This design comes from an exercise in tuning for small area, a short achievable clock period and few clock cycles on the open sky130 flow, not from production work.
The RTL was checked by simulation tests, not by an equivalence proof against the original design.
Power and IR drop assume default switching activity.

===== flow/run.sh =====
#!/bin/bash
# synth_recipe.tcl (not shown) runs the flow's synth.tcl, then flattens the netlist and writes it again
# the make line also repeats each setting of config.mk as NAME=value (left out here)
make -C /OpenROAD-flow-scripts/flow DESIGN_CONFIG=/design/flow/config.mk WORK_HOME=/design/flow/orfs CLKGATE_MAP_FILE= SYNTH_SCRIPT=/design/flow/synth_recipe.tcl finish

===== flow/config.mk =====
export PLATFORM = sky130hd
export DESIGN_NAME = ps2000b_tce
export DESIGN_NICKNAME = ps2000b_tce
export VERILOG_FILES = /design/flow/design.v
export SDC_FILE = /design/flow/constraint.sdc
export NUM_CORES = 4
export LEC_CHECK = 0
export CAP_MARGIN = 20
export CORE_MARGIN = 2
export CORE_UTILIZATION = 40
export SLEW_MARGIN = 20

===== flow/constraint.sdc =====
create_clock -name core_clock -period 8.0 [get_ports {clk}]
set_input_delay 1.6000 -clock core_clock [delete_from_list [all_inputs] [get_ports {clk}]]
set_output_delay 1.6000 -clock core_clock [all_outputs]
set_load 0.01 [all_outputs]

===== flow/design.v =====
module ps2000b_tce (
    input  wire        clk,
    input  wire        rst,         
    input  wire        cmd_valid,
    output wire        cmd_ready,
    input  wire [31:0] cmd_word,
    input  wire [7:0]  rd_addr,
    output reg  [31:0] rd_data
);
    localparam integer RX_CAP    = 64;
    localparam integer DATA_OFF  = 4;
    localparam integer TX_MAX    = 21;
    localparam integer PARAM_MAX = 16;
    localparam integer MIN_RX    = DATA_OFF + 2;
    localparam [31:0] CAPS = RX_CAP | (DATA_OFF << 8) | (TX_MAX << 16) | (PARAM_MAX << 24);
    localparam [7:0] ST_OK          = 8'h00;
    localparam [7:0] ST_CKSUM_BAD   = 8'h01;
    localparam [7:0] ST_ERR_LEN     = 8'h02;
    localparam [7:0] ST_PARAM_FULL  = 8'h03;
    localparam [7:0] ST_ERR_SHORT   = 8'h04;
    localparam [7:0] ST_ERR_RX_OVF  = 8'h05;
    localparam [7:0] ST_ERR_NOFRAME = 8'h06;
    localparam [7:0] ST_ERR_RANGE   = 8'h07;
    localparam [7:0] ST_ERR_ILLEGAL = 8'h08;
    localparam [7:0] OP_NOP    = 8'h00;
    localparam [7:0] OP_ENCQ   = 8'h01;
    localparam [7:0] OP_ENCC   = 8'h02;
    localparam [7:0] OP_PCLR   = 8'h03;
    localparam [7:0] OP_PPUSH  = 8'h04;
    localparam [7:0] OP_RXCLR  = 8'h05;
    localparam [7:0] OP_RXPUSH = 8'h06;
    localparam [7:0] OP_DECODE = 8'h07;
    localparam [7:0] OP_RDB    = 8'h08;
    localparam [7:0] OP_RDW    = 8'h09;
    localparam [7:0] OP_RDF    = 8'h0A;
    localparam [7:0] OP_RDS    = 8'h0B;
    localparam [1:0] S_IDLE   = 2'd0;
    localparam [1:0] S_ENCC   = 2'd1;
    localparam [1:0] S_DECODE = 2'd2;
    localparam [1:0] S_RDS    = 2'd3;
    reg [7:0]            status;
    reg [8:1]            sticky;       
    reg [31:0]           result;
    reg [8*TX_MAX-1:0]   txbuf;
    reg [4:0]            txlen;
    reg [8*PARAM_MAX-1:0] param;
    reg [4:0]            plen;
    reg [8*RX_CAP-1:0]   rxbuf;
    reg [7:0]            rxlen;
    reg                  rx_ovf;
    reg                  rx_present;
    reg                  rx_valid;
    reg [7:0]            rx_sd;
    reg [7:0]            rx_node;
    reg [7:0]            rx_obj;
    reg [7:0]            rx_dlen;
    reg [15:0]           ck_recv;
    reg [15:0]           ck_calc;
    reg [1:0]            state;
    reg [7:0]            idx;          
    reg [15:0]           acc;          
    assign cmd_ready = (state == S_IDLE);
    wire [7:0] op  = cmd_word[31:24];
    wire [7:0] obj = cmd_word[23:16];    
    wire [7:0] k   = cmd_word[15:8];
    wire [4:0] len = cmd_word[4:0];
    reg legal;
    always @* begin
        case (op)
            OP_NOP:                       legal = (cmd_word[23:0] == 24'd0);
            OP_ENCQ, OP_ENCC:             legal = (cmd_word[15:5] == 11'd0);
            OP_PCLR, OP_RXCLR,
            OP_DECODE, OP_RDS:            legal = (cmd_word[23:0] == 24'd0);
            OP_PPUSH, OP_RXPUSH:          legal = (cmd_word[15:0] == 16'd0);
            OP_RDB, OP_RDW, OP_RDF:       legal = (cmd_word[23:16] == 8'd0) && (cmd_word[7:0] == 8'd0);
            default:                      legal = 1'b0;
        endcase
    end
    wire       len_ok   = (len >= 5'd1) && (len <= 5'd16);
    wire [7:0] sd_query = {2'b01, 2'b11, len[3:0] - 4'd1};
    wire [7:0] sd_ctrl  = {2'b11, 2'b11, len[3:0] - 4'd1};
    wire [15:0] ck_query = {8'd0, sd_query} + {8'd0, obj};
    reg [2:0] width;
    always @* begin
        case (op)
            OP_RDB:  width = 3'd1;
            OP_RDW:  width = 3'd2;
            default: width = 3'd4;
        endcase
    end
    wire [8:0] field_end = {1'b0, k} + {6'd0, width};
    wire       field_ok  = (field_end <= {1'b0, rx_dlen});
    wire [7:0] d0 = rxbuf[8*(DATA_OFF + k)     +: 8];
    wire [7:0] d1 = rxbuf[8*(DATA_OFF + k + 1) +: 8];
    wire [7:0] d2 = rxbuf[8*(DATA_OFF + k + 2) +: 8];
    wire [7:0] d3 = rxbuf[8*(DATA_OFF + k + 3) +: 8];
    wire [7:0] param_byte = param[8*idx[3:0] +: 8];
    wire [7:0] rx_byte    = rxbuf[8*idx +: 8];
    wire [7:0] str_byte   = rxbuf[8*(DATA_OFF + idx) +: 8];
    wire [7:0] ck_hi_byte = rxbuf[8*(rxlen - 8'd2) +: 8];
    wire [7:0] ck_lo_byte = rxbuf[8*(rxlen - 8'd1) +: 8];
    wire [15:0] recv      = {ck_hi_byte, ck_lo_byte};
    wire [7:0] str_last   = (rx_dlen != 8'd0) ? rx_dlen - 8'd1 : 8'd0;
    always @(posedge clk) begin
        if (rst) begin
            status     <= ST_OK;
            sticky     <= 8'd0;
            result     <= 32'd0;
            txbuf      <= {8*TX_MAX{1'b0}};
            txlen      <= 5'd0;
            param      <= {8*PARAM_MAX{1'b0}};
            plen       <= 5'd0;
            rxbuf      <= {8*RX_CAP{1'b0}};
            rxlen      <= 8'd0;
            rx_ovf     <= 1'b0;
            rx_present <= 1'b0;
            rx_valid   <= 1'b0;
            rx_sd      <= 8'd0;
            rx_node    <= 8'd0;
            rx_obj     <= 8'd0;
            rx_dlen    <= 8'd0;
            ck_recv    <= 16'd0;
            ck_calc    <= 16'd0;
            state      <= S_IDLE;
            idx        <= 8'd0;
            acc        <= 16'd0;
        end else begin
            case (state)
            S_IDLE: if (cmd_valid) begin
                if (!legal) begin
                    status <= ST_ERR_ILLEGAL;
                    sticky[ST_ERR_ILLEGAL] <= 1'b1;
                end else begin
                    case (op)
                    OP_NOP: status <= ST_OK;
                    OP_ENCQ:
                        if (!len_ok) begin
                            status <= ST_ERR_LEN;
                            sticky[ST_ERR_LEN] <= 1'b1;
                        end else begin
                            txbuf  <= {{8*(TX_MAX-5){1'b0}}, ck_query[7:0], ck_query[15:8], obj, 8'h00, sd_query};
                            txlen  <= 5'd5;
                            status <= ST_OK;
                        end
                    OP_ENCC:
                        if (!len_ok) begin
                            status <= ST_ERR_LEN;
                            sticky[ST_ERR_LEN] <= 1'b1;
                        end else begin
                            txbuf <= {{8*(TX_MAX-3){1'b0}}, obj, 8'h00, sd_ctrl};
                            acc   <= {8'd0, sd_ctrl} + {8'd0, obj};
                            idx   <= 8'd0;
                            state <= S_ENCC;
                        end
                    OP_PCLR: begin
                        plen   <= 5'd0;
                        status <= ST_OK;
                    end
                    OP_PPUSH:
                        if (plen == PARAM_MAX) begin
                            status <= ST_PARAM_FULL;
                            sticky[ST_PARAM_FULL] <= 1'b1;
                        end else begin
                            param[8*plen[3:0] +: 8] <= obj;
                            plen   <= plen + 5'd1;
                            status <= ST_OK;
                        end
                    OP_RXCLR: begin
                        rxlen      <= 8'd0;
                        rx_ovf     <= 1'b0;
                        rx_present <= 1'b0;
                        rx_valid   <= 1'b0;
                        rx_sd      <= 8'd0;
                        rx_node    <= 8'd0;
                        rx_obj     <= 8'd0;
                        rx_dlen    <= 8'd0;
                        ck_recv    <= 16'd0;
                        ck_calc    <= 16'd0;
                        status     <= ST_OK;
                    end
                    OP_RXPUSH: begin
                        if (rxlen == RX_CAP) begin
                            rx_ovf <= 1'b1;
                            status <= ST_ERR_RX_OVF;
                            sticky[ST_ERR_RX_OVF] <= 1'b1;
                        end else begin
                            rxbuf[8*rxlen +: 8] <= obj;
                            rxlen  <= rxlen + 8'd1;
                            status <= ST_OK;
                        end
                        rx_present <= 1'b0;
                        rx_valid   <= 1'b0;
                        rx_sd      <= 8'd0;
                        rx_node    <= 8'd0;
                        rx_obj     <= 8'd0;
                        rx_dlen    <= 8'd0;
                        ck_recv    <= 16'd0;
                        ck_calc    <= 16'd0;
                    end
                    OP_DECODE:
                        if (rx_ovf) begin
                            status <= ST_ERR_RX_OVF;
                            sticky[ST_ERR_RX_OVF] <= 1'b1;
                        end else if (rxlen < MIN_RX) begin
                            status <= ST_ERR_SHORT;
                            sticky[ST_ERR_SHORT] <= 1'b1;
                        end else begin
                            acc   <= 16'd0;
                            idx   <= 8'd0;
                            state <= S_DECODE;
                        end
                    OP_RDB, OP_RDW, OP_RDF:
                        if (!rx_present) begin
                            status <= ST_ERR_NOFRAME;
                            sticky[ST_ERR_NOFRAME] <= 1'b1;
                        end else if (!field_ok) begin
                            status <= ST_ERR_RANGE;
                            sticky[ST_ERR_RANGE] <= 1'b1;
                        end else begin
                            case (op)
                                OP_RDB:  result <= {24'd0, d0};
                                OP_RDW:  result <= {16'd0, d0, d1};
                                default: result <= {d0, d1, d2, d3};
                            endcase
                            status <= ST_OK;
                        end
                    OP_RDS:
                        if (!rx_present) begin
                            status <= ST_ERR_NOFRAME;
                            sticky[ST_ERR_NOFRAME] <= 1'b1;
                        end else begin
                            idx   <= 8'd0;
                            state <= S_RDS;
                        end
                    default: ;
                    endcase
                end
            end
            S_ENCC:
                if (idx[4:0] < plen) begin
                    txbuf[8*(3 + idx) +: 8] <= param_byte;
                    acc <= acc + {8'd0, param_byte};
                    idx <= idx + 8'd1;
                end else begin
                    txbuf[8*(3 + idx) +: 8] <= acc[15:8];
                    txbuf[8*(4 + idx) +: 8] <= acc[7:0];
                    txlen  <= plen + 5'd5;
                    status <= ST_OK;
                    state  <= S_IDLE;
                end
            S_DECODE:
                if (idx < rxlen - 8'd2) begin
                    acc <= acc + {8'd0, rx_byte};
                    idx <= idx + 8'd1;
                end else begin
                    rx_present <= 1'b1;
                    rx_valid   <= (acc == recv);
                    rx_sd      <= rxbuf[7:0];
                    rx_node    <= rxbuf[15:8];
                    rx_obj     <= rxbuf[31:24];
                    rx_dlen    <= rxlen - MIN_RX;
                    ck_recv    <= recv;
                    ck_calc    <= acc;
                    if (acc == recv) begin
                        status <= ST_OK;
                    end else begin
                        status <= ST_CKSUM_BAD;
                        sticky[ST_CKSUM_BAD] <= 1'b1;
                    end
                    state <= S_IDLE;
                end
            S_RDS:
                if (idx == str_last || str_byte == 8'h00) begin
                    result <= {24'd0, idx};
                    status <= ST_OK;
                    state  <= S_IDLE;
                end else begin
                    idx <= idx + 8'd1;
                end
            default: state <= S_IDLE;
            endcase
        end
    end
    always @* begin
        rd_data = 32'd0;
        if (rd_addr[7]) begin
            if (rd_addr[6:0] < RX_CAP)
                rd_data = {24'd0, rxbuf[8*rd_addr[6:0] +: 8]};
        end else if (rd_addr >= 8'h40 && rd_addr <= 8'h4F) begin
            rd_data = {24'd0, param[8*rd_addr[3:0] +: 8]};
        end else if (rd_addr >= 8'h20 && rd_addr <= 8'h34) begin
            rd_data = {24'd0, txbuf[8*(rd_addr - 8'h20) +: 8]};
        end else begin
            case (rd_addr)
                8'h00: rd_data = {24'd0, status};
                8'h01: rd_data = {23'd0, sticky, 1'b0};
                8'h02: rd_data = result;
                8'h03: rd_data = {27'd0, txlen};
                8'h04: rd_data = {27'd0, plen};
                8'h05: rd_data = {24'd0, rxlen};
                8'h06: rd_data = {29'd0, rx_ovf, rx_valid, rx_present};
                8'h07: rd_data = {24'd0, rx_sd};
                8'h08: rd_data = {24'd0, rx_node};
                8'h09: rd_data = {24'd0, rx_obj};
                8'h0A: rd_data = {24'd0, rx_dlen};
                8'h0B: rd_data = {16'd0, ck_recv};
                8'h0C: rd_data = {16'd0, ck_calc};
                8'h0D: rd_data = {30'd0, rx_sd[7:6]};
                8'h0E: rd_data = rx_present ? {27'd0, {1'b0, rx_sd[3:0]} + 5'd1} : 32'd0;
                8'h0F: rd_data = CAPS;
                default: rd_data = 32'd0;
            endcase
        end
    end
endmodule

==> qor.yml <==
synth.distinct_cells: 87
dpl.hpwl_um: 311000
yosys_warnings: 1
die_w_um: 451
dr.pass1.iters: 9
fin_cells: 10662
grt_pass1_wl_um: 602000
die-area_um2: 204000
cts_setup_buffers: 0
fin_crit_sh: 0.940
vdd_drop_max_mv: 0.203
io_buffers: 75
cap_violations: 0
syn_avg_cell_area_um2: 9.81
power_mw: 11.8
worstSkewPairLatency_ns: 0.84
rows: 164
m1WireLength_um: 147000
post-place-ws_ns: 0.699
drcViolationCount: 0
fmax_mhz: 133
min_path_type: "flop to flop"
cp_slowest_stage_delay_ns: 0.70
met3_wirelength_um: 65100
cts_sinks: 963
pwr_density_cell_nw_per_um2: 134
top_layer: "met5"
track_usage: 0.416
fin_ws_ns: 0.477
io_pins: 76
die_h_um: 451
cts_tree: "yes"
status: "finished clean"
wl_um: 436000
period_minus_slack_ns: 7.52
synth_area_um2: 80100
cts.clk_slew.worst_paths_ns: 0.06
async_flop_share: 0
critical_path_class: "primary input to output port"
h-tree-depth: 3
worstMarginPinSlew_ns: 1.37
antenna_found_initial: 48
nets: 8011
cp_slowest_cell: "o21ai_0"
design_area_um2: 88000
cp-start-kind: "primary input"
overflow: 0
hold_slack_ns: 0.449
syn_to_final_growth_pct: 9.85
cp.arrival_ns: 5.92
ys.flop_type: "dfxtp_1"
path_max_fanout: 6
setup_viol: 0
syn_nets: 8279
cts_buffers: 110
finalHoldViolations: 0
gp_congestion: 1.08
endpoint_kind: "output port"
fin_skew_ns: 0.0399
dp_cells: 10440
start_util: 0.402
layout_common_cells: "1501 x nand2_1, 1278 x mux4_2, 956 x dfxtp_1"
postPlaceCellArea_um2: 84000
setup-tns-final_ns: 0
via_per_inst: 7.55
drive_gt1_frac: 0.241
rsz0062_at_grt: "no"
cts.hold.buffers_added: 0
wl_per_cell_um: 40.9
dr_total_vias: 80459
drtAntennaViolNets: 0
crit_chain: "clkdlybuf4s50_1 -> nor4_1 -> buf_4 -> nand2_1 -> or2_2 -> nor2_1 -> nand2_1 -> and3_1 -> a21oi_1 -> a311oi_1 -> o21ai_0 -> clkdlybuf4s50_1"
ctsResizeCount: 0
ys_ff_latch: 963
syn_inst: 8166
coreArea_um2: 199000
first_global_vias: 73080
ys_seq_area_frac: 0.241
synth_edf_count: 0
final_common_cell: "nand2_1"
worst_ep_required_time_ns: 6.40
wl_met2_um: 180000
final_util: 0.441
drv_slew: 0
first_iter_violations: 14747
p_leak_nw: 28.0
cts_root_buffer: "clkbuf_16"
cts_buffer_depth: 3
slew_headroom: 0.0786
grt_max_degree: 202
-- power breakdown --
| part | switching, mW | internal [mW] | total, mW | leakage [nW] |
|---|---|---|---|---|
| Combinational | 1.02 | 0.440 | 1.46 | 18.4 |
| Sequential | 0.0335 | 4.81 | 4.85 | 7.76 |
| Clock | 2.34 | 3.19 | 5.53 | 1.87 |
| Total | 3.39 | 8.44 | 11.8 | 28.0 |
-- cell usage after synthesis (all sizes together), types with 24 or more instances --
master / number / area share
a211oi: 71 / 0.0067
a21o: 24 / 0.0022
a21oi: 849 / 0.053
a221o: 95 / 0.012
a221oi: 41 / 0.0045
a22oi: 151 / 0.014
a32oi: 24 / 0.0026
and2: 49 / 0.0038
and3: 34 / 0.0027
buf: 261 / 0.015
clkbuf: 510 / 0.024
dfxtp: 963 / 0.24
ha: 67 / 0.010
inv: 79 / 0.0037
mux2: 30 / 0.0042
mux2i: 351 / 0.044
mux4: 1278 / 0.36
nand2: 1502 / 0.070
nand2b: 29 / 0.0023
nand3: 159 / 0.0099
nand4: 38 / 0.0030
nor2: 639 / 0.033
nor2b: 37 / 0.0029
nor3: 107 / 0.0069
nor4: 48 / 0.0039
o211ai: 29 / 0.0027
o21ai: 224 / 0.014
o22ai: 57 / 0.0045
or3: 30 / 0.0023
xnor2: 65 / 0.0072
xor2: 46 / 0.0050
-- path summary, 6_finish.rpt --
kind / start / to / slack, ns / cells after the start
worst max register to register: rxlen[2] / status[0] / 1.33 / 13
worst min-delay path: result[22] / result[22] / 0.45 / 2
worst min register to register: result[22] / result[22] / 0.45 / 2
worst max-delay path: rd_addr[5] / rd_data[1] / 0.48 / 12
-- final cells by class --
class	instances	area, um2
sequential	963	19300
antenna	19	47.5
fill	18973	111000
tap	2656	3320
multi-input combinational	6348	57700
clock buffer	161	3270
inverter	84	318
timing repair buffer	391	3410
clock inverter	40	588
-- flip-flops by register name, summed over array words and instances, names as in the netlist --
signal / cells
state: 2
ck_calc: 16
plen: 5
rx_present: 1
rx_node: 8
rxlen: 8
txbuf: 168
rx_obj: 8
txlen: 5
ck_recv: 16
rx_dlen: 8
idx: 8
rx_sd: 8
rx_ovf: 1
status: 4
rx_valid: 1
sticky: 8
acc: 16
rxbuf: 512
result: 32
param: 128
-- critical path: cells and delay by family --
kind / cells / cell delay, ns
AO/OA/AOI/OAI: 3 / 1.07
AND/OR/NAND/NOR: 6 / 1.71
buffers and inverters: 3 / 1.54
-- logic make-up after synthesis --
group                    synth area share
adder cells (fa/ha/maj)            0.0112
AO/OA/AOI/OAI                       0.137
buffers and inverters              0.0427
AND/OR/NAND/NOR                     0.149
multiplexers                        0.407
XOR/XNOR                           0.0122
flip-flops                          0.241
-- routing by layer --
layer  global-route usage  up-vias
li1                     -    31015
met1                0.504    40070
met2                0.597     7560
met3                0.157     1770
met4                0.318       44
met5                    0        -
Testbench counts, summed over its fixed seeds: cycles 13,825.

==> re-timing with driven ports <==
The flow's constraints put no driver on any port. The routed layout listed below was extracted and timed again, unchanged, in two steps.
Step 1 assumes that a clkbuf_16 drives the clock port and a buf_2 every other input.
Step 2 moves the port delays by t, midway between the first and last clock arrival at a register: inputs arrive t later, outputs are due t later. That takes back most of the time a late clock gives input paths.
a / b / c = ideal / step 1 / step 2; a / b = the first two.
t, ns: 0.913
setup slack, ns: 0.477 / 0.403 / 0.403
worst hold slack (ns): 0.449 / 0.449 / 0.449
worst slew at a driven data input, ns: 0.12
After both steps this run still meets setup and hold. For this run, drivers alone change the setup slack by -0.074 ns; drivers and shift together by -0.074 ns.
